Context: an optimization exercise on an open-source flow, tuned for small area. The choices shown serve that exercise and are no tape-out recipe.
Only simulation tests tie the RTL to the original design; equivalence was not proved.
Power and IR drop assume default switching activity.

`flow/constraint.sdc`:
```
create_clock -name core_clock -period 10.0 [get_ports {clk}]
set_input_delay 2.0000 -clock core_clock [delete_from_list [all_inputs] [get_ports {clk}]]
set_output_delay 2.0000 -clock core_clock [all_outputs]
set_load 0.01 [all_outputs]
```
`flow/flow/area.abc`:
```
strash
&get -n
&fraig -x
&put
scorr
dc2
strash
&get -n
&deepsyn -T 20
&put
dch -f
amap
```
`flow/standard.sh`:
```
#!/bin/bash
# synth_recipe.tcl (not shown) runs the flow's synth.tcl, then flattens the netlist and writes it again
# the make line also repeats each setting of config.mk as NAME=value (left out here)
make -C /OpenROAD-flow-scripts/flow DESIGN_CONFIG=/design/flow/config.mk WORK_HOME=/design/flow/orfs CLKGATE_MAP_FILE= SYNTH_SCRIPT=/design/flow/synth_recipe.tcl "${@:-finish}"
```
`flow/flow/run.sh`:
```
#!/bin/bash
# Own flow: the standard layout (standard.sh) with these changes:
#  - synthesis: ABC maps the combinational logic with the area-oriented script
#    in area.abc instead of ORFS's speed script.  Registers are mapped by ORFS's
#    dfflibmap before ABC runs, so they keep the standard synthesis's cells and
#    names; everything else in synthesis is the standard flow's own script.
#  - port buffers: every input and output port still gets a buffer, but the
#    smallest buffer cell is used.
#  - clock tree: the arguments in cts.args (no dummy loads, larger clusters).
# Every tool's output goes to a log file in the work folder:
#   synth.log (yosys, via make synth), layout.log (the rest, via make finish);
#   ORFS's per-step logs are under orfs/logs/.
set -euo pipefail
W=$(pwd)
F=$W/flow
# ORFS's synth.tcl with only the ABC call changed
sed 's|log_cmd abc {\*}\$abc_args|log_cmd abc -script '"$F"'/area.abc {*}$lib_args {*}$lib_dont_use_args|' \
    "$FLOW_HOME/scripts/synth.tcl" > "$W/synth_area.tcl"
grep -q 'area.abc' "$W/synth_area.tcl"
# The standard flow's synthesis script (synth -nofsm -noshare, flatten, rename), sourcing the copy above
sed "s|\$::env(SCRIPTS_DIR)/synth.tcl|$W/synth_area.tcl|" synth_recipe.tcl > "$W/own_synth.tcl"
grep -q 'synth_area.tcl' "$W/own_synth.tcl"
bash standard.sh SYNTH_SCRIPT="$W/own_synth.tcl" synth > "$W/synth.log" 2>&1
bash standard.sh "BUFFER_PORTS_ARGS=-buffer_cell sky130_fd_sc_hd__buf_1" \
    "CTS_ARGS=$(tr '\n' ' ' < "$F/cts.args")" finish > "$W/layout.log" 2>&1
test -f "$W/out/final.def"
```
`flow/config.mk`:
```
export PLATFORM = sky130hd
export DESIGN_NAME = sensor_core
export DESIGN_NICKNAME = sensor_core
export VERILOG_FILES = /design/flow/design.v
export SDC_FILE = /design/flow/constraint.sdc
export NUM_CORES = 4
export LEC_CHECK = 0
export CAP_MARGIN = 20
export CORE_MARGIN = 2
export CORE_UTILIZATION = 40
export SLEW_MARGIN = 20
export SYNTH_HIERARCHICAL = 1
```
`flow/design.v`:
```
module sc_crc8_byte (
    input  wire [7:0] c_in,
    input  wire [7:0] b,
    output wire [7:0] c_out
);
    wire [7:0] s0 = c_in ^ b;
    wire [7:0] s1 = s0[7] ? ({s0[6:0], 1'b0} ^ 8'h31) : {s0[6:0], 1'b0};
    wire [7:0] s2 = s1[7] ? ({s1[6:0], 1'b0} ^ 8'h31) : {s1[6:0], 1'b0};
    wire [7:0] s3 = s2[7] ? ({s2[6:0], 1'b0} ^ 8'h31) : {s2[6:0], 1'b0};
    wire [7:0] s4 = s3[7] ? ({s3[6:0], 1'b0} ^ 8'h31) : {s3[6:0], 1'b0};
    wire [7:0] s5 = s4[7] ? ({s4[6:0], 1'b0} ^ 8'h31) : {s4[6:0], 1'b0};
    wire [7:0] s6 = s5[7] ? ({s5[6:0], 1'b0} ^ 8'h31) : {s5[6:0], 1'b0};
    wire [7:0] s7 = s6[7] ? ({s6[6:0], 1'b0} ^ 8'h31) : {s6[6:0], 1'b0};
    wire [7:0] s8 = s7[7] ? ({s7[6:0], 1'b0} ^ 8'h31) : {s7[6:0], 1'b0};
    assign c_out = s8;
endmodule
module sc_ao222 (
    input  wire [2:0] a,
    input  wire [2:0] s,
    output wire       y
);
    assign y = ~((a[0] & s[0]) | (a[1] & s[1]) | (a[2] & s[2]));
endmodule
module sc_onehot_mux #(parameter N = 3, parameter W = 8) (
    input  wire [N*W-1:0] d,
    input  wire [N-1:0]   sel,
    output wire [W-1:0]   y
);
    localparam G = N / 3;           
    localparam R = N - 3 * G;       
    genvar b, g;
    generate
        for (b = 0; b < W; b = b + 1) begin : g_bit
            wire [G-1:0] t;
            for (g = 0; g < G; g = g + 1) begin : g_grp
                sc_ao222 u_ao (
                    .a({d[(3*g+2)*W + b], d[(3*g+1)*W + b], d[(3*g)*W + b]}),
                    .s(sel[3*g +: 3]),
                    .y(t[g])
                );
            end
            if (R == 0) begin : g_r0
                assign y[b] = ~&t;
            end else if (R == 1) begin : g_r1
                assign y[b] = ~&t | (d[(3*G)*W + b] & sel[3*G]);
            end else begin : g_r2
                assign y[b] = ~&t | (d[(3*G)*W + b] & sel[3*G]) |
                              (d[(3*G+1)*W + b] & sel[3*G+1]);
            end
        end
    endgenerate
endmodule
module sensor_core (
    input  wire        clk,
    input  wire        rst,             
    input  wire        start,
    input  wire [15:0] desc,
    input  wire        ld_we,           
    input  wire        ld_len_we,       
    input  wire        ld_tx,           
    input  wire [4:0]  ld_addr,
    input  wire [7:0]  ld_data,
    input  wire [6:0]  rd_addr,
    output reg  [15:0] rd_data,
    output wire [15:0] status,
    output wire [2:0]  ph,
    output wire        bus_req,
    output wire [6:0]  bus_addr,
    output wire [3:0]  bus_wlen,
    output wire [63:0] bus_wdata,
    output wire [5:0]  bus_rlen,
    input  wire        bus_rvalid,
    input  wire [7:0]  bus_rdata,
    input  wire        bus_done,
    input  wire        bus_err,
    output wire        tmr_run,
    input  wire        tmr_exp
);
    localparam [2:0] PH_IDLE  = 3'd0;
    localparam [2:0] PH_XFER1 = 3'd1;
    localparam [2:0] PH_WAIT  = 3'd2;
    localparam [2:0] PH_XFER2 = 3'd3;
    localparam [2:0] PH_CHECK = 3'd4;
    localparam [2:0] ST_DEC   = 3'd0;   
    localparam [2:0] ST_RNG   = 3'd1;   
    localparam [2:0] ST_SUM   = 3'd2;   
    localparam [2:0] ST_SUMLO = 3'd3;   
    localparam [2:0] ST_GRP   = 3'd4;   
    localparam [2:0] ST_FILL  = 3'd5;   
    localparam [3:0] OP_WORD    = 4'h1;
    localparam [3:0] OP_CSUM    = 4'h2;
    localparam [3:0] OP_CRC8    = 4'h3;
    localparam [3:0] OP_CRCG    = 4'h4;
    localparam [3:0] OP_CRCV    = 4'h5;
    localparam [3:0] OP_XIMM    = 4'h6;
    localparam [3:0] OP_XDLY    = 4'h7;
    localparam [3:0] OP_PMREAD  = 4'h8;
    localparam [3:0] OP_GSERIAL = 4'h9;
    localparam [3:0] OP_GFEAT   = 4'hA;
    localparam [3:0] OP_GSTART  = 4'hB;
    localparam [3:0] OP_GAIRQ   = 4'hC;
    localparam [3:0] OP_GRDBL   = 4'hD;
    localparam [3:0] OP_GWRBL   = 4'hE;
    localparam [2:0] E_NONE = 3'd0, E_TRANSPORT = 3'd1, E_MALFORMED = 3'd2,
                     E_CHECKSUM = 3'd3, E_INTEGRITY = 3'd4, E_INVCAL = 3'd5;
    localparam [2:0] S_NONE = 3'd0, S_MARKER = 3'd1, S_LENGTH = 3'd2,
                     S_DEVERR = 3'd3, S_CRC = 3'd4;
    reg  [7:0]  rx [0:31];
    reg  [5:0]  rxlen;
    reg  [7:0]  tx [0:7];
    reg  [3:0]  txlen;
    reg  [7:0]  res [4:28];     
    reg  [15:0] acc;            
    reg  [15:0] opd;
    reg  [2:0]  phase;
    reg  [2:0]  st;
    reg  [5:0]  idx;            
    reg         st_done, st_pass, st_fault;
    reg  [2:0]  st_err, st_sub;
    reg  [1:0]  st_grp;
    wire busy = (phase != PH_IDLE);
    wire [3:0] op  = opd[15:12];
    wire       dev = opd[11];
    wire [4:0] fa  = opd[10:6];
    wire [5:0] fb  = opd[5:0];
    reg illegal;
    always @* begin
        case (op)
            OP_WORD, OP_CRCG:  illegal = dev || (fb != 6'd0);
            OP_CRC8:           illegal = dev;
            OP_XIMM, OP_XDLY:  illegal = (fa != 5'd0) || (fb > 6'd32);
            4'h0, 4'hF:        illegal = 1'b1;
            default:           illegal = (opd[11:0] != 12'd0);
        endcase
    end
    wire is_rng  = (op == OP_WORD) || (op == OP_CRC8) || (op == OP_CRCG);
    wire delayed = (op == OP_XDLY) || (op == OP_GAIRQ);
    reg [5:0] op_rlen;
    always @* begin
        case (op)
            OP_XIMM, OP_XDLY: op_rlen = fb;
            OP_PMREAD:        op_rlen = 6'd32;
            OP_GSERIAL:       op_rlen = 6'd9;
            OP_GFEAT:         op_rlen = 6'd3;
            OP_GAIRQ, OP_GRDBL: op_rlen = 6'd6;
            default:          op_rlen = 6'd0;
        endcase
    end
    wire op_gas = (op == OP_XIMM || op == OP_XDLY) ? dev : (op != OP_PMREAD);
    wire [5:0] cur_rlen = (!phase[1] && delayed) ? 6'd0 : op_rlen;
    wire [5:0] rng_len = (op == OP_WORD) ? 6'd2 : (op == OP_CRCG) ? 6'd3 : fb;
    wire [6:0] end_a   = is_rng ? {2'b00, fa} : (st == ST_SUM) ? 7'h7E : 7'h00;
    wire [6:0] end_b   = is_rng ? {1'b0, rng_len} : {1'b0, rxlen};
    wire [6:0] scan_end = end_a + end_b;
    wire       at_end  = (idx == scan_end[5:0]);
    wire       g_ge3 = (idx[3:0] >= 4'd3);
    wire       g_ge6 = (idx[3:0] >= 4'd6);
    wire [1:0] gnum  = {g_ge6, g_ge3 & !g_ge6};
    wire [1:0] gpos  = idx[1:0] - (g_ge6 ? 2'd2 : g_ge3 ? 2'd3 : 2'd0);
    wire [2:0] fill_src = (idx[2:0] < 3'd5) ? (idx[2:0] + 3'd1) : (idx[2:0] - 3'd5);
    wire       filling  = (st == ST_FILL);
    wire [4:0] eng_raddr = filling ? {2'b00, fill_src} : idx[4:0];
    wire [6:0] ra = busy ? {2'b01, eng_raddr} : rd_addr;
    wire       ra_regs = (ra[6:5] == 2'b00);
    wire [31:0] sel_rx;
    wire [7:0]  sel_tx;
    wire [11:0] sel_res;
    genvar si;
    generate
        for (si = 0; si < 32; si = si + 1) begin : g_srx
            assign sel_rx[si] = (ra[6:5] == 2'b01) && (ra[4:0] == si);
        end
        for (si = 0; si < 8; si = si + 1) begin : g_stx
            assign sel_tx[si] = ra[6] && (ra[2:0] == si);
        end
        for (si = 0; si < 12; si = si + 1) begin : g_sres
            assign sel_res[si] = ra_regs && !ra[4] && (ra[3:0] == si);
        end
    endgenerate
    wire sel_ver   = ra_regs && (ra[4:0] == 5'h0C);
    wire sel_acc   = ra_regs && !ra[4] && (ra[3:2] == 2'b11) && (ra[1:0] != 2'b00);
    wire sel_rxlen = ra_regs && ra[4] && (ra[1:0] == 2'b00);
    wire sel_txlen = ra_regs && ra[4] && (ra[1:0] == 2'b01);
    wire sel_opd   = ra_regs && ra[4] && ra[1];
    wire [255:0] rx_flat;
    wire [63:0]  tx_flat;
    wire [95:0]  res_lo, res_hi;
    genvar gi;
    generate
        for (gi = 0; gi < 32; gi = gi + 1) begin : g_rxf
            assign rx_flat[8*gi +: 8] = rx[gi];
        end
        for (gi = 0; gi < 8; gi = gi + 1) begin : g_txf
            assign tx_flat[8*gi +: 8] = tx[gi];
        end
        for (gi = 0; gi < 12; gi = gi + 1) begin : g_resf
            assign res_hi[8*gi +: 8] = res[4 + 2*gi];
            assign res_lo[8*gi +: 8] = res[5 + 2*gi];
        end
    endgenerate
    wire [7:0] rd_lo, rd_hi;
    sc_onehot_mux #(.N(57), .W(8)) u_rd_lo (
        .d({opd[7:0], 4'd0, txlen, 2'd0, rxlen, acc[7:0], res[28], res_lo, tx_flat, rx_flat}),
        .sel({sel_opd, sel_txlen, sel_rxlen, sel_acc, sel_ver, sel_res, sel_tx, sel_rx}),
        .y(rd_lo)
    );
    sc_onehot_mux #(.N(14), .W(8)) u_rd_hi (
        .d({opd[15:8], acc[15:8], res_hi}),
        .sel({sel_opd, sel_acc, sel_res}),
        .y(rd_hi)
    );
    wire [7:0] rx_q = rd_lo;
    always @* rd_data = {rd_hi, rd_lo};
    reg [7:0] fill_const;
    always @* begin
        if (!idx[0]) fill_const = (op == OP_GSERIAL) ? 8'h36 : 8'h20;
        else begin
            case (op)
                OP_GSERIAL: fill_const = 8'h82;
                OP_GFEAT:   fill_const = 8'h2F;
                OP_GSTART:  fill_const = 8'h03;
                OP_GAIRQ:   fill_const = 8'h08;
                OP_GRDBL:   fill_const = 8'h15;
                default:    fill_const = 8'h1E;
            endcase
        end
    end
    wire       in_xfer = (phase == PH_XFER1) || (phase == PH_XFER2);
    wire [7:0] wbus = !busy ? ld_data :
                      in_xfer ? bus_rdata :
                      (filling && idx[2:1] == 2'b00) ? fill_const : rx_q;
    assign ph        = phase;
    assign status    = busy ? 16'h0001 :
                       {st_fault, 1'b0, st_grp, 1'b0, st_sub, 1'b0, st_err,
                        1'b0, st_pass, st_done, 1'b0};
    assign bus_req   = in_xfer;
    assign bus_addr  = op_gas ? 7'h58 : 7'h12;
    assign bus_wlen  = phase[1] ? 4'd0 : txlen;
    assign bus_rlen  = cur_rlen;
    assign tmr_run   = (phase == PH_WAIT);
    assign bus_wdata = tx_flat;
    wire       grp_first = (st == ST_GRP) && (gpos == 2'd0);
    wire [7:0] crc_in = acc[7:0] | {8{grp_first}};
    wire [7:0] crc_out;
    sc_crc8_byte u_crc (.c_in(crc_in), .b(rx_q), .c_out(crc_out));
    wire [15:0] sum_next = acc + {8'd0, rx_q};
    wire [7:0]  cmp_byte = (st == ST_SUMLO) ? acc[7:0] : acc[15:8];
    wire        cmp_ne   = (rx_q != cmp_byte);
    wire [4:0] grp_slot = {2'b00, gnum, gpos[0]} + 5'd4;
    wire [4:0] res_widx = (st == ST_GRP) ? grp_slot : idx[4:0];
    wire accept = !busy && !st_fault;
    wire rng_fault = (scan_end > {1'b0, rxlen});
    wire rxlen_grp = (rxlen == 6'd3) || (rxlen == 6'd6) || (rxlen == 6'd9);
    reg  dec_fault;
    always @* begin
        case (op)
            OP_WORD, OP_CRC8, OP_CRCG: dec_fault = rng_fault;
            OP_CSUM:                   dec_fault = (rxlen[5:1] == 5'd0);
            OP_CRCV:                   dec_fault = !rxlen_grp;
            default:                   dec_fault = 1'b0;
        endcase
    end
    reg        rx_we, tx_we, res_we;
    reg  [4:0] rx_waddr;
    reg  [2:0] tx_waddr;
    always @* begin
        rx_we    = 1'b0;
        tx_we    = 1'b0;
        res_we   = 1'b0;
        rx_waddr = idx[4:0];
        tx_waddr = idx[2:0];
        if (!busy) begin
            rx_waddr = ld_addr;
            tx_waddr = ld_addr[2:0];
            rx_we    = accept && ld_we && !ld_tx;
            tx_we    = accept && ld_we && ld_tx && !ld_addr[4] && !ld_addr[3];
        end else if (in_xfer) begin
            rx_we = bus_rvalid && (cur_rlen != 6'd0) && !idx[5];
        end else if (phase == PH_CHECK) begin
            case (st)
                ST_SUM: begin
                    res_we = !at_end && (idx >= 6'd4) && (idx <= 6'd28);
                end
                ST_GRP:  res_we = !at_end && (gpos != 2'd2);
                ST_FILL: tx_we  = !idx[3];
                default: ;
            endcase
        end
    end
    integer k;
    always @(posedge clk) begin
        for (k = 0; k < 32; k = k + 1)
            if (rx_we && rx_waddr == k) rx[k] <= wbus;
        for (k = 0; k < 8; k = k + 1)
            if (tx_we && tx_waddr == k) tx[k] <= wbus;
        for (k = 4; k < 29; k = k + 1)
            if (res_we && res_widx == k) res[k] <= wbus;
    end
    always @(posedge clk) begin
        if (rst) begin
            phase    <= PH_IDLE;
            st_done  <= 1'b0;
            st_pass  <= 1'b0;
            st_err   <= E_NONE;
            st_sub   <= S_NONE;
            st_grp   <= 2'd0;
            st_fault <= 1'b0;
            rxlen    <= 6'd0;
            txlen    <= 4'd0;
        end else begin
            case (phase)
            PH_IDLE: begin
                idx <= 6'd0;
                st  <= ST_DEC;
                if (accept && start) begin
                    opd     <= desc;
                    st_done <= 1'b0;
                    st_pass <= 1'b0;
                    st_err  <= E_NONE;
                    st_sub  <= S_NONE;
                    st_grp  <= 2'd0;
                    phase   <= PH_CHECK;
                end else if (accept && ld_len_we) begin
                    if (!ld_tx && ld_data <= 8'd32)
                        rxlen <= ld_data[5:0];
                    else if (ld_tx && ld_data <= 8'd8)
                        txlen <= ld_data[3:0];
                end
            end
            PH_XFER1, PH_XFER2: begin
                if (bus_rvalid)
                    idx <= idx + 6'd1;
                if (bus_done) begin
                    idx <= 6'd0;
                    if (bus_err || idx != cur_rlen) begin
                        if (cur_rlen != 6'd0)
                            rxlen <= 6'd0;
                        st_err  <= bus_err ? E_TRANSPORT : E_MALFORMED;
                        st_sub  <= bus_err ? S_NONE : S_LENGTH;
                        st_done <= 1'b1;
                        phase   <= PH_IDLE;
                    end else begin
                        if (cur_rlen != 6'd0)
                            rxlen <= cur_rlen;
                        if (!phase[1] && delayed) begin
                            phase <= PH_WAIT;
                        end else if (op == OP_PMREAD) begin
                            phase <= PH_CHECK;
                            st    <= ST_SUM;
                        end else if (cur_rlen != 6'd0 && op != OP_XIMM && op != OP_XDLY) begin
                            phase <= PH_CHECK;
                            st    <= ST_GRP;
                        end else begin
                            st_done <= 1'b1;
                            phase   <= PH_IDLE;
                        end
                    end
                end
            end
            PH_WAIT: begin
                idx <= 6'd0;
                if (tmr_exp) phase <= PH_XFER2;
            end
            default: begin
                case (st)
                ST_DEC: begin
                    acc <= 16'h00FF;
                    if (illegal || dec_fault) begin
                        st_fault <= 1'b1;
                        phase    <= PH_IDLE;
                    end else begin
                        case (op)
                        OP_WORD, OP_CRC8, OP_CRCG: begin
                            idx <= {1'b0, fa};
                            st  <= ST_RNG;
                        end
                        OP_CSUM: begin
                            acc     <= 16'h0000;
                            st_pass <= 1'b1;
                            st      <= ST_SUM;
                        end
                        OP_CRCV:
                            st <= ST_GRP;
                        OP_XIMM, OP_XDLY:
                            phase <= PH_XFER1;
                        OP_PMREAD: begin
                            acc   <= 16'h0000;
                            txlen <= 4'd0;
                            phase <= PH_XFER1;
                        end
                        OP_GWRBL:
                            if (rxlen != 6'd6) begin
                                st_err  <= E_INVCAL;
                                st_sub  <= S_LENGTH;
                                st_done <= 1'b1;
                                phase   <= PH_IDLE;
                            end else begin
                                st <= ST_GRP;
                            end
                        default: begin  
                            txlen <= 4'd2;
                            st    <= ST_FILL;
                        end
                        endcase
                    end
                end
                ST_RNG: begin
                    if (at_end) begin
                        if (op == OP_CRCG) st_pass <= (acc[7:0] == 8'h00);
                        st_done <= 1'b1;
                        phase   <= PH_IDLE;
                    end else begin
                        idx <= idx + 6'd1;
                        if (op == OP_WORD) acc <= {acc[7:0], rx_q};
                        else               acc[7:0] <= crc_out;
                    end
                end
                ST_SUM: begin
                    idx <= idx + 6'd1;
                    if (at_end) begin
                        st <= ST_SUMLO;
                        if (cmp_ne) begin
                            if (op == OP_PMREAD) begin
                                st_err <= E_CHECKSUM;
                                st_sub <= S_NONE;
                            end else begin
                                st_pass <= 1'b0;
                            end
                        end
                    end else begin
                        acc <= sum_next;
                        if (op == OP_PMREAD) begin
                            if ((idx == 6'd0 && rx_q != 8'h42) ||
                                (idx == 6'd1 && rx_q != 8'h4D)) begin
                                st_err  <= E_MALFORMED;
                                st_sub  <= S_MARKER;
                                st_done <= 1'b1;
                                phase   <= PH_IDLE;
                            end
                            if (idx == 6'd29 && rx_q != 8'h00) begin
                                st_err <= E_MALFORMED;
                                st_sub <= S_DEVERR;
                            end
                        end
                    end
                end
                ST_SUMLO: begin
                    if (cmp_ne) begin
                        if (op == OP_PMREAD) begin
                            st_err <= E_CHECKSUM;
                            st_sub <= S_NONE;
                        end else begin
                            st_pass <= 1'b0;
                        end
                    end
                    st_done <= 1'b1;
                    phase   <= PH_IDLE;
                end
                ST_GRP: begin
                    if (at_end) begin
                        if (op == OP_CRCV) st_pass <= 1'b1;
                        if (op == OP_GWRBL) begin
                            txlen <= 4'd8;
                            idx   <= 6'd0;
                            st    <= ST_FILL;
                        end else begin
                            st_done <= 1'b1;
                            phase   <= PH_IDLE;
                        end
                    end else begin
                        idx      <= idx + 6'd1;
                        acc[7:0] <= crc_out;
                        if (gpos == 2'd2 && crc_out != 8'h00) begin
                            st_grp  <= gnum;
                            if (op != OP_CRCV) begin
                                st_err <= (op == OP_GWRBL) ? E_INVCAL : E_INTEGRITY;
                                st_sub <= S_CRC;
                            end
                            st_done <= 1'b1;
                            phase   <= PH_IDLE;
                        end
                    end
                end
                default: begin  
                    idx <= idx + 6'd1;
                    if (idx[3]) begin
                        idx   <= 6'd0;
                        phase <= PH_XFER1;
                    end
                end
                endcase
            end
            endcase
        end
    end
endmodule
```
`flow/flow/cts.args`:
```
-sink_clustering_enable -repair_clock_nets -dont_use_dummy_load -sink_clustering_size 30 -sink_clustering_max_diameter 80 -buf_list {sky130_fd_sc_hd__clkbuf_8 sky130_fd_sc_hd__clkbuf_16}
```
==> summary.md, run 1 <==
| Metric | Value |
|---|---|
| Clock tree buffer depth | 3 |
| # IOs | approximately 170 |
| Routed wire length | 80620 um |
| Antenna violations before repair | 1 |
| Final worst-path cycle share | roughly nine tenths |
| Post-synth EDFFs | approximately 560 |
| Post-synthesis sequential area ratio | between 70 and 80% |
| R2R setup slack | between 0.8 and 0.9 ns |
| CP Capture Point | st_err[2]$_SDFFE_PP0P_ |
| Max-slew violations | 0 |
| Setup crit start | phase[1]$_SDFFE_PP0P_ |
| P&R area growth vs syn | 11.28% |
| # rows | 90 |
| Rel. slew slack | a little over a quarter |
| Synth warn | 10 |
| Fin nets | around 2100 |
| GRT overflow | 0 |
| First drt pass iteration count | 10 |
| Largest net degree at the start of global routing | 66 |
| Kind of cell adding the most delay to the critical path | simple AND/OR/NAND/NOR gates |
| Die Width | 250.8 um |
| WP buf/inv | 6 |
| DRC | 0 |
| Die H | between 200 and 300 um |
| Startpoint type of the worst setup path | flip-flop |
| Launch point of the worst reg-to-reg path | phase[1]$_SDFFE_PP0P_ |
| Core area | 0.06025 mm2 |
| Ys async rst share | 0% |
| Antenna cells | 0 |
| Vias per cell | roughly 6.4 |
| Final Critical Period | 9.165 ns |
| Clock skew | ~0.080 ns |
| Status | complete, no violations |
| GRT Total Usage | between 20% and 30% |
| Top post-synthesis cells by count | edfxtp_1, nor2_1, a222oi_1, clkinv_1, nand2_1 |
| CTS H-tree depth | 2 |
| IR drop worst, VDD | around 240 uV |
| Maxcap violations | 0 |
| R2r worst-path depth | 35 |
| CTS tree | done |
| Power density cells | 326.0 mW/mm2 |
| Clock Tree Root | clkbuf_16 |
| Worst-Margin Slew | about 1.1 ns |
| CP Class | flip-flop to flip-flop |
| Mapped cell area | 0.02437 mm2 |
| Hold Path Class | flip-flop to flip-flop |
| Final instance area | around 0.027 mm2 |
| Antenna viol nets, final | 0 |
| Max incr delay on CP | between 0.6 and 0.7 ns |
| Initial Util | 40.45% |
| Cell with the most instances after synthesis | edfxtp_1 |
| Yosys top cell area share | 69.12% |
| Hold Buf Count CTS | 0 |
| Syn_area_per_cell | roughly 14 um2 |
| Critical path fanouts, max | 27 |
| Worst r2r dst | st_err[2]$_SDFFE_PP0P_ |
| Syn Inst Count | about 1800 |
| Critical path's slowest cell | a21oi_1 |
| Top cells by area, synth | edfxtp_1, a222oi_1, nor2_1 |
| Setup TNS | 0 ns |
| Top cell by count, worst path | nor2_1 |
| Top FF cell, synth | edfxtp_1 |
| Final setup fails | 0 |
| CTS Buf Count | 35 |
| Seq cells post-synth | between 500 and 600 |
| RSZ-0062 raised after global routing | false |
| Vias in the first global route | approximately 17000 |
| Largest area contributor in the netlist | edfxtp_1 |
| DRT iter0 DRCs | 3111 |
| CP Depth | 35 |
| CTS resizes | 0 |
| Die ar. | 0.06292 mm2 |
| HPWL Detailed | 58330 um |
| Fraction of layout cells with a size suffix above 1 | 4.261% |
| Leakage power | 8.271 nW |
| Critical Path Sink Type | flip-flop |
| Post-CTS setup buffers | 0 |
| Number of buffers added on ports | 163 |
| Worst-skew pair later-pin latency | slightly below 0.6 ns |
| Drt wl/cell | 29.03 um |
| CTS sink count | 585 |
| CP arrival | around 9.5 ns |
| Post-synth cell types | 50 |
| Area after DPL | approximately 0.026 mm2 |
| Reg clk slew, reported paths | around 0.070 ns |
| Global-route wire length before repair | about 120000 um |
| RD Place Congestion | around 0.95 |
| Via count | around 18000 |
| Worst EP required | approximately 10 ns |
| Final hold vios | 0 |
| Fmax | 109.1 MHz |
modules after synthesis, one instance, submodules excluded, excerpt:
module / times used / flip-flops and latches / cells inside
sensor_core: 1 / 585 / 1464
sc_crc8_byte: 1 / 0 / 40
sc_ao222: 184 / 0 / 1
routing by layer:
layer	global-route usage, %	share of wire [%]	vias to the layer above
li1	-	-	7683
met1	35.62	41	8904
met2	38.43	44	1134
met3	5.695	11	134
met4	7.956	3.2	2
met5	0	0.016	-
area by class of cell:
| cell class | instances | area (um2) |
|---|---|---|
| repair buffers | 199 | 882.1 |
| clock buffers | 35 | 875.8 |
| multi-input cells | 1022 | 6479 |
| well taps | 782 | 978.4 |
| inverters | 154 | 578.1 |
| fillers | 5427 | 33130 |
| flip-flops and latches | 585 | 17330 |
state kept, by name, summed over array words and instances (netlist names), 2 cells and up:
name / count
st_sub: 3
phase: 3
st_err: 3
rxlen: 6
tx: 64
st_grp: 2
txlen: 4
res: 200
rx: 256
idx: 6
opd: 16
st: 3
acc: 16
placed cells by master (no fill, tap or decap), types with 24 or more instances in the layout:
cell and n:
nor3_1 26, nor2_1 267, a21oi_1 46, buf_4 36, dfxtp_1 24, nand4_1 68
clkbuf_16 35, nand2_1 80, clkinv_1 152, buf_1 163, edfxtp_1 561, a222oi_1 192
ha_1 27, o22ai_1 36, o21ai_0 63
stage by stage:
stage	hold WS (ns)	setup WS, ns	util, %	power (W)	instances
after floorplan	0.4330	2.215	-	0.005858	1772
after CTS	0.4753	1.077	44.98	0.008803	2776
final	0.4751	0.8349	45.02	0.008841	2777
after global placement	0.4471	0.9482	43.53	0.007394	2741
after detailed placement	0.4651	0.8141	43.53	0.007447	2741
after global routing	0.4878	0.3165	45.02	0.009268	2777
worst min-delay path, cell delays in order (launching register included):
cell and delay, ns:
dfxtp_1 0.31, clkinv_1 0.05, o22ai_1 0.07
power breakdown:
group / total [W] / switching (W) / internal, W
Clock: 0.00137 / 0.000744 / 0.000625
Combinational: 0.00379 / 0.00288 / 0.000903
Sequential: 0.00369 / 0.000137 / 0.00355
Total: 0.00884 / 0.00376 / 0.00508
kinds of logic (layout without fill, tap and decap cells):
family,after synthesis,after routing,synth area share (%)
AO/OA/AOI/OAI,449,449,14.83
XOR/XNOR,1,1,0.03594
adder cells (fa/ha/maj),29,29,1.550
buffers and inverters,165,388,2.711
flip-flops,585,585,71.10
other,2,14,0.03082
AND/OR/NAND/NOR,529,529,9.744
worst min-delay path by stage:
stage               slack, ns  cells after the start                     end                   start
global placement         0.45                      1    st_done$_SDFFE_PP0P_    st_done$_SDFFE_PP0P_
floorplan                0.43                      1    st_done$_SDFFE_PP0P_    st_done$_SDFFE_PP0P_
CTS                      0.48                      2  st_grp[0]$_SDFFE_PP0P_  st_grp[0]$_SDFFE_PP0P_
global route             0.49                      2  st_grp[0]$_SDFFE_PP0P_  st_grp[0]$_SDFFE_PP0P_
finish                   0.48                      2  st_grp[0]$_SDFFE_PP0P_  st_grp[0]$_SDFFE_PP0P_
detailed placement       0.47                      2  st_grp[0]$_SDFFE_PP0P_  st_grp[0]$_SDFFE_PP0P_
==> run 2, diff against run 1 <==
--- a/flow/design.v
+++ b/flow/design.v
@@ -156,8 +156,12 @@
     wire       g_ge3 = (idx[3:0] >= 4'd3);
     wire       g_ge6 = (idx[3:0] >= 4'd6);
     wire [1:0] gnum  = {g_ge6, g_ge3 & !g_ge6};
-    wire [1:0] gpos  = idx[1:0] - (g_ge6 ? 2'd2 : g_ge3 ? 2'd3 : 2'd0);
-    wire [2:0] fill_src = (idx[2:0] < 3'd5) ? (idx[2:0] + 3'd1) : (idx[2:0] - 3'd5);
+    wire       gpos0 = (idx[3:0] == 4'd0) || (idx[3:0] == 4'd3) || (idx[3:0] == 4'd6);
+    wire       gpos1 = (idx[3:0] == 4'd1) || (idx[3:0] == 4'd4) || (idx[3:0] == 4'd7);
+    wire       gpos2 = !gpos0 && !gpos1;
+    wire [2:0] fill_src = {(!idx[2] && idx[1] && idx[0]) || (idx[2] && !idx[1] && !idx[0]),
+                           (!idx[2] && (idx[1] ^ idx[0])) || (idx[2] && idx[1] && idx[0]),
+                           !idx[0]};
     wire       filling  = (st == ST_FILL);
     wire [4:0] eng_raddr = filling ? {2'b00, fill_src} : idx[4:0];
     wire [6:0] ra = busy ? {2'b01, eng_raddr} : rd_addr;
@@ -239,14 +243,14 @@
     assign bus_rlen  = cur_rlen;
     assign tmr_run   = (phase == PH_WAIT);
     assign bus_wdata = tx_flat;
-    wire       grp_first = (st == ST_GRP) && (gpos == 2'd0);
+    wire       grp_first = (st == ST_GRP) && gpos0;
     wire [7:0] crc_in = acc[7:0] | {8{grp_first}};
     wire [7:0] crc_out;
     sc_crc8_byte u_crc (.c_in(crc_in), .b(rx_q), .c_out(crc_out));
     wire [15:0] sum_next = acc + {8'd0, rx_q};
     wire [7:0]  cmp_byte = (st == ST_SUMLO) ? acc[7:0] : acc[15:8];
     wire        cmp_ne   = (rx_q != cmp_byte);
-    wire [4:0] grp_slot = {2'b00, gnum, gpos[0]} + 5'd4;
+    wire [4:0] grp_slot = {1'b0, g_ge6, !g_ge6, g_ge3 && !g_ge6, gpos1};
     wire [4:0] res_widx = (st == ST_GRP) ? grp_slot : idx[4:0];
     wire accept = !busy && !st_fault;
     wire rng_fault = (scan_end > {1'b0, rxlen});
@@ -281,7 +285,7 @@
                 ST_SUM: begin
                     res_we = !at_end && (idx >= 6'd4) && (idx <= 6'd28);
                 end
-                ST_GRP:  res_we = !at_end && (gpos != 2'd2);
+                ST_GRP:  res_we = !at_end && !gpos2;
                 ST_FILL: tx_we  = !idx[3];
                 default: ;
             endcase
@@ -470,7 +474,7 @@
                     end else begin
                         idx      <= idx + 6'd1;
                         acc[7:0] <= crc_out;
-                        if (gpos == 2'd2 && crc_out != 8'h00) begin
+                        if (gpos2 && crc_out != 8'h00) begin
                             st_grp  <= gnum;
                             if (op != OP_CRCV) begin
                                 st_err <= (op == OP_GWRBL) ? E_INVCAL : E_INTEGRITY;
==> flow/flow/cts.args (replaced) <==
-sink_clustering_enable -repair_clock_nets -dont_use_dummy_load -sink_clustering_size 20 -sink_clustering_max_diameter 60 -buf_list {sky130_fd_sc_hd__clkbuf_8}
==> run 2 against run 1 <==
Cell count barely moved. Die area fell by 0.24%. Via count rose by 0.74%. Global-route usage rose by 0.13 points. Highest routed layer unchanged.
==> summary.md, run 2 <==
| Metric | Value |
|---|---|
| Die H | 250.5 um (was 250.8 um) |
| Met3 usage | 5.373% (was 5.695%) |
| # rows | 90 (unchanged) |
| GRT overflow | 0 (unchanged) |
| Grt met1 use | 35.61% (was 35.62%) |
| Drt wl/cell | 29.20 um (was 29.03 um) |
| HPWL Detailed | 57510 um (was 58330 um) |
| Max FFs per register | 256 (unchanged) |
| Critical path's slowest cell | a211oi_1 (was a21oi_1) |
| GR Util met2 | 39.83% (was 38.43%) |
| GRT Total Usage | 25.23% (was 25.10%) |
| Top FF cell, synth | edfxtp_1 (unchanged) |
| CTS sink count | 585 (unchanged) |
| Syn Inst Count | 1745 (was 1760) |
| Global-route wire length before repair | 116600 um (was 116000 um) |
| Number of buffers added on ports | 163 (unchanged) |
| Hold Buf Count CTS | 0 (unchanged) |
| Clock skew | 0.1125 ns (was 0.08006 ns) |
| IR drop worst, VDD | 230.1 uV (was 240.5 uV) |
| Worst EP required | 10.54 ns (was 10.38 ns) |
| Top flop regs | rx x256, res x200, tx x64 (unchanged) |
| Post-synthesis sequential area ratio | 71.27% (was 71.10%) |
| Synth Area in Simple Gates | 9.995% (was 9.744%) |
| Final hold vios | 0 (unchanged) |
| Largest net degree at the start of global routing | 66 (unchanged) |
| First drt pass iteration count | 12 (was 10) |
| Worst-skew pair later-pin latency | 0.69 ns (was 0.59 ns) |
| CTS tree | done (unchanged) |
| Top post-synthesis cells by count | edfxtp_1, nor2_1, a222oi_1, clkinv_1, nand2_1 (unchanged) |
| # IOs | 172 (unchanged) |
| Most used routing layer | met2 (unchanged) |
| Fin nets | 2078 (was 2080) |
| Initial Util | 40.35% (was 40.45%) |
| Mux cell area share after synthesis | 0% (unchanged) |
| Biggest register | rx (unchanged) |
| CTS Buf Count | 43 (was 35) |
| Seq cells post-synth | 585 (unchanged) |
| Area after DPL | 0.02622 mm2 (unchanged) |
| Ys async rst share | 0% (unchanged) |
| Cell with the most instances after synthesis | edfxtp_1 (unchanged) |
| Dpl cells | 2734 (was 2741) |
| Leakage power | 8.170 nW (was 8.271 nW) |
| CTS H-tree depth | 2 (unchanged) |
| Core area | 0.06025 mm2 (unchanged) |
| Combinational family with the most area after synthesis | compound AO/OA/AOI/OAI gates (unchanged) |
| R2r worst-path depth | 34 (was 35) |
| Post-Synth Adder-Cell Area | 1.451% (was 1.550%) |
| RSZ-0062 raised after global routing | false (unchanged) |
| Final worst-path cycle share | 85.52% (was 91.65%) |
| Largest area contributor in the netlist | edfxtp_1 (unchanged) |
| Post-synthesis compound-gate area fraction | 14.64% (was 14.83%) |
| Commonest non-fill, non-tap cell in the layout | edfxtp_1 (unchanged) |
| Worst Hold Depth | 2 (unchanged) |
| R2R setup slack | 1.45 ns (was 0.83 ns) |
| Post-CTS setup buffers | 0 (unchanged) |
| Antenna violations before repair | 4 (was 1) |
| Post-synth cell types | 52 (was 50) |
| Max incr delay on CP | 0.55 ns (was 0.68 ns) |
| Worst r2r dst | st_err[0]$_SDFFE_PP0P_ (was st_err[2]$_SDFFE_PP0P_) |
| Final setup fails | 0 (unchanged) |
| Die Width | 250.5 um (was 250.8 um) |
| Sequential Area | 0.01733 mm2 (unchanged) |
| Post-route non-filler standard cell count | 2779 (was 2777) |
| Critical Path Sink Type | flip-flop (unchanged) |
| Yosys top cell area share | 69.29% (was 69.12%) |
| CTS resizes | 0 (unchanged) |
| Worst hold start | st_err[0]$_SDFFE_PP0P_ (was st_grp[0]$_SDFFE_PP0P_) |
| Routed wire length | 81150 um (was 80620 um) |
| Critical path fanouts, max | 27 (unchanged) |
| Vias in the first global route | 17010 (was 16840) |
| Hold Path Class | flip-flop to flip-flop (unchanged) |
| Vias per cell | 6.474 (was 6.430) |
| Max-slew violations | 0 (unchanged) |
| Syn_area_per_cell | 13.93 um2 (was 13.85 um2) |
| Fraction of layout cells with a size suffix above 1 | 4.862% (was 4.261%) |
| Hold Path End | st_err[0]$_SDFFE_PP0P_ (was st_grp[0]$_SDFFE_PP0P_) |
| Rel. slew slack | 23.49% (was 27.04%) |
| Post-synth EDFFs | 561 (unchanged) |
| Mapped cell area | 0.02431 mm2 (was 0.02437 mm2) |
| RD Place Congestion | 1.004 (was 0.9498) |
| Final instance area | 0.02683 mm2 (was 0.02712 mm2) |
| Worst-Margin Slew | 1.144 ns (was 1.094 ns) |
| Final Critical Period | 8.552 ns (was 9.165 ns) |
| Die ar. | 0.06277 mm2 (was 0.06292 mm2) |
| Launch point of the worst reg-to-reg path | phase[1]$_SDFFE_PP0P_ (unchanged) |
| Antenna viol nets, final | 0 (unchanged) |
| Synth warn | 10 (unchanged) |
| DRT iter0 DRCs | 3312 (was 3111) |
| Setup TNS | 0 ns (unchanged) |
| P&R area growth vs syn | 10.34% (was 11.28%) |
| Reg clk slew, reported paths | 0.08 ns (was 0.07 ns) |
| Filler cells | 5449 (was 5427) |
| Combined area of the multi-input logic cells | 0.006445 mm2 (was 0.006479 mm2) |
| Clock tree buffer depth | 3 (unchanged) |
| Top cells by area, synth | edfxtp_1, a222oi_1, nor2_1 (unchanged) |
| Util after Layout | 44.53% (was 45.02%) |
| Status | complete, no violations (unchanged) |
| DRC | 0 (unchanged) |
| Startpoint type of the worst setup path | flip-flop (unchanged) |
| CP Class | flip-flop to flip-flop (unchanged) |
| Synth Area in XOR/XNOR | 0.03603% (was 0.03594%) |
| Maxcap violations | 0 (unchanged) |
| Clock Tree Root | clkbuf_8 (was clkbuf_16) |
| Fmax | 116.9 MHz (was 109.1 MHz) |
| Power density cells | 287.3 mW/mm2 (was 326.0 mW/mm2) |
| Commonest cells after routing, fill and taps aside | edfxtp_1, nor2_1, a222oi_1 (unchanged) |
| Via count | 17990 (was 17860) |
| CP arrival | 9.09 ns (was 9.54 ns) |
[run 2: cell count changes after synthesis, sizes merged, moves of 4 or more]
cell and delta:
o21a +4, nor4 +7, a21oi -11, nand2 +16
and3 +6, clkinv -9, nand4 -14, nor2 -18
o21ai -4, o22a -7, nand3 -6, nor3 +15
[run 2: per-stage QoR]
step	setup slack, ns	total power (W)	hold slack (ns)
2_1_floorplan	1.951	0.005244	0.4330
3_3_place_gp	1.264	0.006557	0.4538
3_5_place_dp	1.077	0.006602	0.4581
4_1_cts	1.666	0.007681	0.4694
5_1_grt	0.8091	0.008027	0.4794
6_report	1.448	0.007706	0.4674
[run 2: routing by layer]
metal	up-vias	share of wire, %
li1	7661	-
met1	9013	40
met2	1188	46
met3	124	11
met4	4	2.3
met5	-	0.030
[run 2: Yosys stat by module, one instance, submodules excluded, excerpt]
module        cells inside  flip-flops and latches  copies in the design
sensor_core           1449                     585                     1
sc_crc8_byte            40                       0                     1
sc_ao222                 1                       0                   184
[run 2: kinds of logic after synthesis]
group                    Yosys count
AND/OR/NAND/NOR                  537
buffers and inverters            156
adder cells (fa/ha/maj)           27
XOR/XNOR                           1
AO/OA/AOI/OAI                    437
flip-flops                       585
other                              2
[run 2: worst max path at each step]
stage	startpoint	endpoint
after global routing	phase[1]$_SDFFE_PP0P_	st_err[0]$_SDFFE_PP0P_
after CTS	phase[1]$_SDFFE_PP0P_	st_err[0]$_SDFFE_PP0P_
final	phase[1]$_SDFFE_PP0P_	st_err[0]$_SDFFE_PP0P_
after detailed placement	rd_addr[2]	st_err[0]$_SDFFE_PP0P_
after global placement	rd_addr[2]	st_err[0]$_SDFFE_PP0P_
after floorplan	phase[1]$_SDFFE_PP0P_	res[10][1]$_DFFE_PP_
[run 2: area by class of cell]
| type | count | share of cell area (%) |
|---|---|---|
| repair buffers | 206 | 3.484 |
| well taps | 782 | 3.647 |
| diodes | 2 | 0.01866 |
| inverters | 145 | 2.029 |
| multi-input cells | 1016 | 24.03 |
| flip-flops and latches | 585 | 64.59 |
| clock buffers | 43 | 2.206 |
[run 2: where the power goes]
| group | internal, W | switching [W] |
|---|---|---|
| clock network | 0.000386 | 0.000729 |
| registers | 0.00336 | 0.000101 |
| logic | 0.000733 | 0.00239 |
| total | 0.00448 | 0.00322 |
[run 2: worst max-delay path: cells and delay by family (launching register included)]
kind                   cells  cell delay (ns)
AND/OR/NAND/NOR           17             4.12
AO/OA/AOI/OAI              9             2.28
buffers and inverters      7             1.45
flip-flops                 1             0.42
XOR/XNOR                   1             0.23
==> run 3, diff against run 2 <==
==> flow/flow/cts.args (replaced) <==
-sink_clustering_enable -repair_clock_nets -dont_use_dummy_load -sink_clustering_size 12 -sink_clustering_max_diameter 50 -buf_list {sky130_fd_sc_hd__clkbuf_4 sky130_fd_sc_hd__clkbuf_8}
==> run 3 against run 2 <==
Synthesized area unchanged. Power rose by 3.5%. Via count up 0.19%. Maximum frequency fell by 0.68%. Clock skew fell by 0.023 ns. Hold slack is essentially flat. Clock-buffer cell count grew 25. Global-route usage grew 0.31 points. Register-to-register slack worse by 0.06 ns. Still clean. Non-clock buffer count unchanged. Sequential share of layout area down 0.82 points.
==> summary.md, run 3 <==
| Metric | Value |
|---|---|
| Synth Area in Simple Gates | 9.995% (unchanged) |
| Worst r2r dst | st_err[0]$_SDFFE_PP0P_ (unchanged) |
| Post-synth cell types | 52 (unchanged) |
| Syn_area_per_cell | 13.93 um2 (unchanged) |
| Via count | 18020 (was 17990) |
| GRT Total Usage | 25.54% (was 25.23%) |
| Ys async rst share | 0% (unchanged) |
| R2r worst-path depth | 37 (was 34) |
| Startpoint type of the worst setup path | flip-flop (unchanged) |
| CTS sink count | 585 (unchanged) |
| Worst EP required | 10.54 ns (about the same) |
| Core area | 0.06025 mm2 (unchanged) |
| RD Place Congestion | 1.004 (unchanged) |
| Critical path fanouts, max | 27 (unchanged) |
| Hold Buf Count CTS | 0 (unchanged) |
| Vias per cell | 6.428 (was 6.474) |
| Number of buffers added on ports | 163 (unchanged) |
| Mapped cell area | 0.02431 mm2 (unchanged) |
| CTS tree | done (unchanged) |
| Commonest non-fill, non-tap cell in the layout | edfxtp_1 (unchanged) |
| Final hold vios | 0 (unchanged) |
| GRT overflow | 0 (unchanged) |
| Launch point of the worst reg-to-reg path | phase[1]$_SDFFE_PP0P_ (unchanged) |
| Die ar. | 0.06277 mm2 (unchanged) |
| Largest area contributor in the netlist | edfxtp_1 (unchanged) |
| Combinational family with the most area after synthesis | compound AO/OA/AOI/OAI gates (unchanged) |
| DRT iter0 DRCs | 3075 (was 3312) |
| Post-Synth Adder-Cell Area | 1.451% (unchanged) |
| Antenna violations before repair | 4 (unchanged) |
| Post-synthesis compound-gate area fraction | 14.64% (unchanged) |
| CTS resizes | 0 (unchanged) |
| Syn Inst Count | 1745 (unchanged) |
| Top post-synthesis cells by count | edfxtp_1, nor2_1, a222oi_1, clkinv_1, nand2_1 (unchanged) |
| Commonest cells after routing, fill and taps aside | edfxtp_1, nor2_1, a222oi_1 (unchanged) |
| R2R setup slack | 1.39 ns (was 1.45 ns) |
| Antenna viol nets, final | 0 (unchanged) |
| Clock skew | 0.08919 ns (was 0.1125 ns) |
| Final instance area | 0.02717 mm2 (was 0.02683 mm2) |
| CP Class | flip-flop to flip-flop (unchanged) |
| Rel. slew slack | 21.06% (was 23.49%) |
| Biggest register | rx (unchanged) |
| Top flop regs | rx x256, res x200, tx x64 (unchanged) |
| Global-route wire length before repair | 117400 um (was 116600 um) |
| Post-synthesis sequential area ratio | 71.27% (unchanged) |
| Reg clk slew, reported paths | 0.06 ns (was 0.08 ns) |
| Area after DPL | 0.02622 mm2 (unchanged) |
| Die H | 250.5 um (unchanged) |
| Synth warn | 10 (unchanged) |
| Initial Util | 40.35% (unchanged) |
| Critical Path Sink Type | flip-flop (unchanged) |
| CTS Buf Count | 68 (was 43) |
| Die Width | 250.5 um (unchanged) |
| Hold Path End | st_err[0]$_SDFFE_PP0P_ (unchanged) |
| Fraction of layout cells with a size suffix above 1 | 6.040% (was 4.862%) |
| Worst Hold Depth | 2 (unchanged) |
| DRC | 0 (unchanged) |
| Maxcap violations | 0 (unchanged) |
| Hold Path Class | flip-flop to flip-flop (unchanged) |
| Worst hold start | st_err[0]$_SDFFE_PP0P_ (unchanged) |
| Post-CTS setup buffers | 0 (unchanged) |
| Final worst-path cycle share | 86.11% (was 85.52%) |
| IR drop worst, VDD | 226.9 uV (was 230.1 uV) |
| Synth Area in XOR/XNOR | 0.03603% (unchanged) |
| Final Critical Period | 8.611 ns (was 8.552 ns) |
| First drt pass iteration count | 17 (was 12) |
| Cell with the most instances after synthesis | edfxtp_1 (unchanged) |
| Drt wl/cell | 29.04 um (was 29.20 um) |
| CTS H-tree depth | 3 (was 2) |
| Seq cells post-synth | 585 (unchanged) |
| Fin nets | 2103 (was 2078) |
| Yosys top cell area share | 69.29% (unchanged) |
| Largest net degree at the start of global routing | 66 (unchanged) |
| Routed wire length | 81440 um (was 81150 um) |
| Max FFs per register | 256 (unchanged) |
| # IOs | 172 (unchanged) |
| Clock Tree Root | clkbuf_8 (unchanged) |
| HPWL Detailed | 57510 um (unchanged) |
| Vias in the first global route | 17180 (was 17010) |
| Setup TNS | 0 ns (unchanged) |
| RSZ-0062 raised after global routing | false (unchanged) |
| Top cells by area, synth | edfxtp_1, a222oi_1, nor2_1 (unchanged) |
| Critical path's slowest cell | or3_1 (was a211oi_1) |
| P&R area growth vs syn | 11.76% (was 10.34%) |
| Worst-Margin Slew | 1.180 ns (was 1.144 ns) |
| Top FF cell, synth | edfxtp_1 (unchanged) |
| Leakage power | 8.349 nW (was 8.170 nW) |
| Top cell by count, worst path | nor2_1 |
| Worst-skew pair later-pin latency | 0.68 ns (was 0.69 ns) |
| Fmax | 116.1 MHz (was 116.9 MHz) |
| Final setup fails | 0 (unchanged) |
| Status | complete, no violations (unchanged) |
| Max-slew violations | 0 (unchanged) |
| Mux cell area share after synthesis | 0% (unchanged) |
| CP arrival | 9.15 ns (was 9.09 ns) |
| # rows | 90 (unchanged) |
| Clock tree buffer depth | 3 (unchanged) |
| Post-synth EDFFs | 561 (unchanged) |
| Max incr delay on CP | 0.57 ns (was 0.55 ns) |
| Power density cells | 293.6 mW/mm2 (was 287.3 mW/mm2) |
[run 3: how the worst max path moves through the flow]
| stage | from | to | slack [ns] | cells after the start |
|---|---|---|---|---|
| after floorplan | phase[1]$_SDFFE_PP0P_ | res[10][1]$_DFFE_PP_ | 1.95 | 18 |
| after global placement | rd_addr[2] | st_err[0]$_SDFFE_PP0P_ | 1.26 | 26 |
| after detailed placement | rd_addr[2] | st_err[0]$_SDFFE_PP0P_ | 1.08 | 30 |
| after CTS | st[0]$_DFFE_PP_ | st_err[0]$_SDFFE_PP0P_ | 1.66 | 34 |
| after global routing | phase[1]$_SDFFE_PP0P_ | st_err[0]$_SDFFE_PP0P_ | 0.76 | 37 |
| final | phase[1]$_SDFFE_PP0P_ | st_err[0]$_SDFFE_PP0P_ | 1.39 | 37 |
[run 3: kinds of logic (layout without fill, tap and decap cells)]
group / Yosys count / after routing
DFF: 585 / 585
other: 2 / 16
AOI/OAI and AO/OA: 437 / 437
xor gates and xnor gates: 1 / 1
buffers and inverters: 156 / 419
and+or+nand+nor: 537 / 537
adders and majority gates: 27 / 27
[run 3: metrics by stage]
stage / total power (W) / setup slack [ns] / utilization (%) / instances / hold slack [ns]
finish: 0.007977 / 1.389 / 45.10 / 2804 / 0.4675
global route: 0.008315 / 0.7565 / 45.09 / 2803 / 0.4769
CTS: 0.007964 / 1.655 / 45.08 / 2802 / 0.4673
detailed placement: 0.006602 / 1.077 / 43.53 / 2734 / 0.4581
global placement: 0.006557 / 1.264 / 43.50 / 2732 / 0.4538
floorplan: 0.005244 / 1.951 / - / 1757 / 0.4330
[run 3: final cells by class]
type	instances	area, um2
timing repair buffer	206	934.6
multi-input combinational	1016	6445
inverter	145	544.3
clock buffer	68	935.9
fill	5408	33080
antenna	2	5.005
sequential	585	17330
tap	782	978.4
[run 3: per-layer routing]
layer / up-vias / GRT usage (%) / share of wire (%)
met2: 1219 / 39.94 / 46
met5: - / 0 / 0.031
met1: 8939 / 35.82 / 40
li1: 7714 / - / -
met4: 4 / 6.655 / 2.5
met3: 148 / 6.173 / 11
[run 3: report_power, final]
group	switching (W)	total (W)	internal, W	leakage, nW
sequential	0.0000996	0.00347	0.00337	5.26
combinational	0.00239	0.00313	0.000732	2.60
clock	0.000783	0.00139	0.000603	0.489
total	0.00328	0.00798	0.00470	8.35
[run 3: Yosys stat by module (local to each module, per instance), a selection]
module | cell area (um2) | flip-flops and latches | cells | times used
sc_ao222 | 10.01 | 0 | 1 | 184
sc_crc8_byte | 186.4 | 0 | 40 | 1
sensor_core | 21820 | 585 | 1449 | 1
[run 3: critical path: cells and delay by family, from the launching register on]
family,cells,cell delay [ns]
simple gates,20,4.28
compound gates,11,2.51
buf+inv,6,1.34
flops,1,0.42
==> run 4, diff against run 3 <==
==> flow/flow/cts.args (replaced) <==
-sink_clustering_enable -repair_clock_nets -dont_use_dummy_load -sink_clustering_size 16 -sink_clustering_max_diameter 50 -buf_list {sky130_fd_sc_hd__clkbuf_8}
--- a/flow/config.mk
+++ b/flow/config.mk
@@ -7,6 +7,6 @@
 export LEC_CHECK = 0
 export CAP_MARGIN = 20
 export CORE_MARGIN = 2
-export CORE_UTILIZATION = 40
+export CORE_UTILIZATION = 60
 export SLEW_MARGIN = 20
 export SYNTH_HIERARCHICAL = 1
==> run 4 against run 3 <==
Sequential share of layout area up 1.5 points. First-iteration DRC count increased by 18%. Largest power group unchanged. Register-to-register slack worse by 0.38 ns. Highest routed layer unchanged. Sequential power hardly changed. Global-route usage rose by 10 points. Clock skew is 0.0086 ns lower. Synthesized cell count stayed put.
==> summary.md, run 4 <==
| Metric | Value |
|---|---|
| HPWL Detailed | 52600 um (was 57510 um) |
| First drt pass iteration count | 14 (was 17) |
| DRC | 0 (unchanged) |
| Fin nets | 2078 (was 2103) |
| Final worst-path cycle share | 89.91% (was 86.11%) |
| Setup TNS | 0 ns (unchanged) |
| Die ar. | 0.04214 mm2 (was 0.06277 mm2) |
| Fraction of layout cells with a size suffix above 1 | 5.063% (was 6.040%) |
| Commonest non-fill, non-tap cell in the layout | edfxtp_1 (unchanged) |
| Global-route wire length before repair | 108600 um (was 117400 um) |
| Rel. slew slack | 26.76% (was 21.06%) |
| Gate power share | 40.2% (was 39.2%) |
| CTS H-tree depth | 2 (was 3) |
| Core area | 0.03982 mm2 (was 0.06025 mm2) |
| Critical path's slowest cell | nor3_1 (was or3_1) |
| Final hold vios | 0 (unchanged) |
| Routed wire length | 74310 um (was 81440 um) |
| R2r worst-path depth | 30 (was 37) |
| CTS tree | done (unchanged) |
| Hold Path Class | flip-flop to flip-flop (unchanged) |
| Vias per cell | 7.170 (was 6.428) |
| Initial Util | 61.05% (was 40.35%) |
| Number of buffers added on ports | 163 (unchanged) |
| DRT iter0 DRCs | 3629 (was 3075) |
| Switch share | 41.27% (was 41.06%) |
| Top post-synthesis cells by count | edfxtp_1, nor2_1, a222oi_1, clkinv_1, nand2_1 (unchanged) |
| Max incr delay on CP | 0.83 ns (was 0.57 ns) |
| DP Worst Slack | 0.9515 ns (was 1.077 ns) |
| Critical path fanouts, max | 16 (was 27) |
| IR drop worst, VDD | 213.9 uV (was 226.9 uV) |
| Setup crit start | st[0]$_DFFE_PP_ (was phase[1]$_SDFFE_PP0P_) |
| CTS Buf Count | 50 (was 68) |
| Hold Buf Count CTS | 0 (unchanged) |
| Top flop regs | rx x256, res x200, tx x64 (unchanged) |
| Worst-skew pair later-pin latency | 0.68 ns (about the same) |
| RD Place Congestion | 1.059 (was 1.004) |
| Maxcap violations | 0 (unchanged) |
| Combined area of the multi-input logic cells | 0.006457 mm2 (was 0.006445 mm2) |
| Reg clk slew, reported paths | 0.07 ns (was 0.06 ns) |
| RSZ-0062 raised after global routing | false (unchanged) |
| Antenna violations before repair | 5 (was 4) |
| Switching pwr | 0.003191 W (was 0.003276 W) |
| Die Width | 205.3 um (was 250.5 um) |
| Setup ws final | 1.009 ns (was 1.389 ns) |
| CP Class | flip-flop to flip-flop (unchanged) |
| CTS sink count | 585 (unchanged) |
| Power density cells | 291.1 mW/mm2 (was 293.6 mW/mm2) |
| Vias in the first global route | 16790 (was 17180) |
| Sequential Area | 0.01733 mm2 (unchanged) |
| Clock Tree Root | clkbuf_8 (unchanged) |
| Seq cells post-synth | 585 (unchanged) |
| GRT overflow | 0 (unchanged) |
| Die H | 205.3 um (was 250.5 um) |
| Int Power | 0.004542 W (was 0.004701 W) |
| Largest net degree at the start of global routing | 66 (unchanged) |
| Syn Inst Count | 1745 (unchanged) |
| Clock skew | 0.08056 ns (was 0.08919 ns) |
| Clock Power Share | 15.1% (was 17.4%) |
| Filler cells | 2939 (was 5408) |
| # IOs | 172 (unchanged) |
| Worst-Margin Slew | 1.090 ns (was 1.180 ns) |
| Largest area contributor in the netlist | edfxtp_1 (unchanged) |
| Status | complete, no violations (unchanged) |
| Worst EP required | 10.55 ns (was 10.54 ns) |
| Fmax | 111.2 MHz (was 116.1 MHz) |
| Max FFs per register | 256 (unchanged) |
| Max-slew violations | 0 (unchanged) |
| CTS resizes | 0 (unchanged) |
| Post-synthesis sequential area ratio | 71.27% (unchanged) |
| Seq pwr share | 44.7% (was 43.4%) |
| # rows | 73 (was 90) |
| Synth warn | 10 (unchanged) |
| Drt wl/cell | 29.45 um (was 29.04 um) |
| Antenna viol nets, final | 0 (unchanged) |
| Clock tree buffer depth | 3 (unchanged) |
| Startpoint type of the worst setup path | flip-flop (unchanged) |
| Post-CTS setup buffers | 0 (unchanged) |
| GRT Total Usage | 35.50% (was 25.54%) |
| Top FF cell, synth | edfxtp_1 (unchanged) |
| P&R area growth vs syn | 9.264% (was 11.76%) |
| Top cells by area, synth | edfxtp_1, a222oi_1, nor2_1 (unchanged) |
| Syn_area_per_cell | 13.93 um2 (unchanged) |
| Post-synth EDFFs | 561 (unchanged) |
| Final Critical Period | 8.991 ns (was 8.611 ns) |
| Ys async rst share | 0% (unchanged) |
| Commonest cells after routing, fill and taps aside | edfxtp_1, nor2_1, a222oi_1 (unchanged) |
| Worst hold start | st_sub[2]$_SDFFE_PP0P_ (was st_err[0]$_SDFFE_PP0P_) |
| Launch point of the worst reg-to-reg path | st[0]$_DFFE_PP_ (was phase[1]$_SDFFE_PP0P_) |
| Post-synth cell types | 52 (unchanged) |
| Critical Path Sink Type | flip-flop (unchanged) |
| Worst Hold Depth | 2 (unchanged) |
| Cell with the most instances after synthesis | edfxtp_1 (unchanged) |
| Mapped cell area | 0.02431 mm2 (unchanged) |
| Via count | 18090 (was 18020) |
| Leakage power | 8.183 nW (was 8.349 nW) |
| Final setup fails | 0 (unchanged) |
| Biggest register | rx (unchanged) |
| Yosys top cell area share | 69.29% (unchanged) |
| CP arrival | 9.55 ns (was 9.15 ns) |
run 4: cell types whose count changed in the layout (fill, tap and decap cells not counted), sizes merged:
cell / before / now
diode: 2 / 3
buf: 206 / 199
clkbuf: 68 / 50
run 4: final cells by class:
type	instances	area share (%)
Tap cell	525	2.473
Multi-Input combinational cell	1016	24.31
Antenna cell	3	0.02826
Clock buffer	50	2.591
Inverter	145	2.049
Timing Repair Buffer	199	3.321
Sequential cell	585	65.23
run 4: final timing paths:
check	slack [ns]	endpoint
min	0.47	st_sub[2]$_SDFFE_PP0P_
min reg2reg	0.47	st_sub[2]$_SDFFE_PP0P_
max reg2reg	1.01	st_err[0]$_SDFFE_PP0P_
max	1.01	st_err[0]$_SDFFE_PP0P_
run 4: stage by stage:
stage          hold slack, ns  std cells  power [W]  util (%)  cell area [um2]
2_1_floorplan          0.4330       1757   0.005244         -            24360
3_3_place_gp           0.4442       2470   0.006491     64.91            25850
3_5_place_dp           0.4580       2470   0.006547     64.91            25850
4_1_cts                0.4685       2520   0.007680     66.64            26540
5_1_grt                0.4803       2523   0.008030     66.70            26560
6_report               0.4680       2523   0.007733     66.70            26560
run 4: cell families (layout without fill, tap and decap cells):
family | count (synthesis) | count (layout) | share of synthesized area, %
adders and majority gates | 27 | 27 | 1.451
AOI/OAI and AO/OA | 437 | 437 | 14.64
other | 2 | 17 | 0.03089
xor gates and xnor gates | 1 | 1 | 0.03603
DFF | 585 | 585 | 71.27
buffers and inverters | 156 | 394 | 2.578
and+or+nand+nor | 537 | 537 | 9.995
run 4: power groups by stage:
stage               registers [W]  clock network (W)  logic (W)
global route              0.00346            0.00126    0.00331
finish                    0.00346            0.00117    0.00311
detailed placement        0.00350                  0    0.00304
global placement          0.00350                  0    0.00299
CTS                       0.00345            0.00118    0.00305
floorplan                 0.00350                  0    0.00174
run 4: critical path, delay by kind of cell (launching register included):
kind / cells / cell delay, ns
AOI/OAI and AO/OA: 11 / 2.87
DFF: 1 / 0.57
and+or+nand+nor: 15 / 4.55
buffers and inverters: 4 / 0.90
run 4: layer usage:
metal | track usage (%) | wire length [um] | part of all wire [%] | vias to the layer above
li1 | - | - | - | 7673
met1 | 51.91 | 28870 | 39 | 8802
met2 | 52.96 | 32800 | 44 | 1412
met3 | 6.129 | 9098 | 12 | 202
met4 | 15.60 | 3524 | 4.7 | 2
met5 | 0 | 13 | 0.017 | -
run 4: Yosys stat by module, one instance, submodules excluded, excerpt:
module        cell area, um2  flops+latches  cells inside  copies in the design
sc_crc8_byte           186.4              0            40                     1
sensor_core            21820            585          1449                     1
sc_ao222               10.01              0             1                   184
==> run 5, diff against run 4 <==
--- a/flow/config.mk
+++ b/flow/config.mk
@@ -7,6 +7,6 @@
 export LEC_CHECK = 0
 export CAP_MARGIN = 20
 export CORE_MARGIN = 2
-export CORE_UTILIZATION = 60
+export CORE_UTILIZATION = 70
 export SLEW_MARGIN = 20
 export SYNTH_HIERARCHICAL = 1
==> run 5 against run 4 <==
Sequential cell count did not move. Global-route usage grew 7.6 points. Wire length increased by 4.4%. Sequential share of layout area grew 0.080 points. Critical endpoint unchanged. Clock skew shrank 0.014 ns. Power grew 0.80%. Cell area is 0.12% lower. Largest power group unchanged. Core utilization rose by 10 points. First-iteration DRC count is 26% higher. Synthesized area is the same. Combinational power about the same. Clock-buffer cell count is 1 higher.
==> summary.md, run 5 <==
| Metric | Value |
|---|---|
| Status | complete, no violations (unchanged) |
| Die ar. | 0.03624 mm2 (was 0.04214 mm2) |
| DRC | 0 (unchanged) |
| Mapped cell area | 0.02431 mm2 (unchanged) |
| Rel. slew slack | 20.12% (was 26.76%) |
| Hold_ws | 0.4716 ns (was 0.4680 ns) |
| Max-slew violations | 0 (unchanged) |
| Ys async rst share | 0% (unchanged) |
| Top cells by area, synth | edfxtp_1, a222oi_1, nor2_1 (unchanged) |
| Worst Hold Depth | 1 (was 2) |
| Area after DPL | 0.02580 mm2 (was 0.02585 mm2) |
| Kind of cell adding the most delay to the critical path | simple AND/OR/NAND/NOR gates (unchanged) |
| Core area | 0.03437 mm2 (was 0.03982 mm2) |
| Top flop regs | rx x256, res x200, tx x64 (unchanged) |
| CTS resizes | 0 (unchanged) |
| Largest net degree at the start of global routing | 66 (unchanged) |
| Largest area contributor in the netlist | edfxtp_1 (unchanged) |
| Hold Buf Count CTS | 0 (unchanged) |
| Clock skew | 0.06685 ns (was 0.08056 ns) |
| GRT Total Usage | 43.06% (was 35.50%) |
| Routed wire length | 77570 um (was 74310 um) |
| Fin nets | 2084 (was 2078) |
| Initial Util | 70.73% (was 61.05%) |
| Global-route wire length before repair | 113600 um (was 108600 um) |
| Max incr delay on CP | 0.62 ns (was 0.83 ns) |
| Switch share | 41.56% (was 41.27%) |
| Antenna violations before repair | 6 (was 5) |
| GRT overflow | 0 (unchanged) |
| Syn_area_per_cell | 13.93 um2 (unchanged) |
| DR top layer | met4 (was met5) |
| CP Depth | 36 (was 30) |
| Switching pwr | 0.003239 W (was 0.003191 W) |
| Clock tree buffer depth | 3 (unchanged) |
| Yosys top cell area share | 69.29% (unchanged) |
| Critical Path Sink Type | flip-flop (unchanged) |
| Launch point of the worst reg-to-reg path | phase[1]$_SDFFE_PP0P_ (was st[0]$_DFFE_PP_) |
| Number of buffers added on ports | 163 (unchanged) |
| Final instance area | 0.02653 mm2 (was 0.02656 mm2) |
| Top FF cell, synth | edfxtp_1 (unchanged) |
| Vias per cell | 7.679 (was 7.170) |
| Vias in the first global route | 17630 (was 16790) |
| Top cell by count, worst path | nor2_1 |
| Synth warn | 10 (unchanged) |
| Startpoint type of the worst setup path | flip-flop (unchanged) |
| Int Power | 0.004555 W (was 0.004542 W) |
| Worst-Margin Slew | 1.189 ns (was 1.090 ns) |
| R2r worst-path depth | 36 (was 30) |
| Die H | 190.4 um (was 205.3 um) |
| Die Width | 190.4 um (was 205.3 um) |
==> run 5: cell counts after synthesis <==
Identical to the previous run, type by type.
==> run 5: worst max-delay path by stage <==
stage                          start                endpoint  slack [ns]
3_3_place_gp              rd_addr[2]  st_err[0]$_SDFFE_PP0P_        1.50
6_report       phase[1]$_SDFFE_PP0P_  st_err[0]$_SDFFE_PP0P_        1.08
2_1_floorplan  phase[1]$_SDFFE_PP0P_    res[10][1]$_DFFE_PP_        1.95
3_5_place_dp              rd_addr[2]  st_err[0]$_SDFFE_PP0P_        1.10
5_1_grt        phase[1]$_SDFFE_PP0P_  st_err[0]$_SDFFE_PP0P_        0.70
4_1_cts        phase[1]$_SDFFE_PP0P_  st_err[0]$_SDFFE_PP0P_        1.45
==> run 5: power by group through the flow <==
stage                     combinational, W  clock, W  sequential [W]
after floorplan                    0.00174         0         0.00350
after global placement             0.00289         0         0.00350
after detailed placement           0.00298         0         0.00351
after CTS                          0.00300   0.00118         0.00345
after global routing               0.00329   0.00125         0.00347
final                              0.00314   0.00119         0.00346
==> run 5: stage by stage <==
step / utilization (%) / cells / setup slack [ns] / power (W)
5_1_grt: 77.18 / 2461 / 0.7004 / 0.008007
2_1_floorplan: - / 1757 / 1.951 / 0.005244
3_3_place_gp: 75.05 / 2404 / 1.503 / 0.006396
3_5_place_dp: 75.05 / 2404 / 1.104 / 0.006488
6_report: 77.18 / 2461 / 1.078 / 0.007795
4_1_cts: 77.10 / 2455 / 1.446 / 0.007629
==> run 5: layout make-up <==
| type | instances | area (um2) |
|---|---|---|
| Sequential cell | 585 | 17330 |
| Multi-Input combinational cell | 1016 | 6459 |
| Timing Repair Buffer | 204 | 917.1 |
| Clock buffer | 51 | 701.9 |
| Inverter | 145 | 544.3 |
| Tap cell | 455 | 569.3 |
| Antenna cell | 5 | 12.51 |
| Fill cell | 2018 | 7843 |
==> run 5: per-layer routing <==
metal	vias to the layer above	global-route usage (%)
li1	7672	-
met1	8913	59.26
met2	2020	66.53
met3	292	8.557
met4	0	21.71
met5	-	0
==> run 5: logic make-up (layout without fill, tap and decap cells) <==
| group | after synthesis | in the layout | share of synthesized area, % |
|---|---|---|---|
| other | 2 | 19 | 0.03089 |
| DFF | 585 | 585 | 71.27 |
| and+or+nand+nor | 537 | 537 | 9.995 |
| AOI/OAI and AO/OA | 437 | 437 | 14.64 |
| buffers and inverters | 156 | 400 | 2.578 |
| adders and majority gates | 27 | 27 | 1.451 |
| xor gates and xnor gates | 1 | 1 | 0.03603 |
==> run 5: modules after synthesis (local to each module, per instance), a selection <==
module | flip-flops and latches | times used | area, um2 | cells
sensor_core | 585 | 1 | 21820 | 1449
sc_crc8_byte | 0 | 1 | 186.4 | 40
sc_ao222 | 0 | 184 | 10.01 | 1

## port drivers added, routing unchanged
Ports are ideal in the flow. The routed layouts listed here were re-timed in OpenROAD. Step 1 assumes that a clkbuf_16 drives the clock port and a buf_2 every other input. Step 2, shift: input delay + t, output delay - t, t = (earliest + latest rising clock arrival at the registers) / 2. This alone moves slack from input paths to output paths. a / b / c = no drivers / after step 1 / after step 2; a / b = the first two.
run | t (ns) | setup WS [ns]
run 1 | 0.606 | 0.835 / 0.835 / 0.554
run 2 | 0.690 | 1.448 / 1.448 / 0.897
run 3 | 0.696 | 1.389 / 1.389 / 0.865
run 4 | 0.697 | 1.009 / 1.009 / 0.707
run 5 | 0.693 | 1.078 / 1.078 / 0.498
After both steps setup and hold are still met in every run listed.
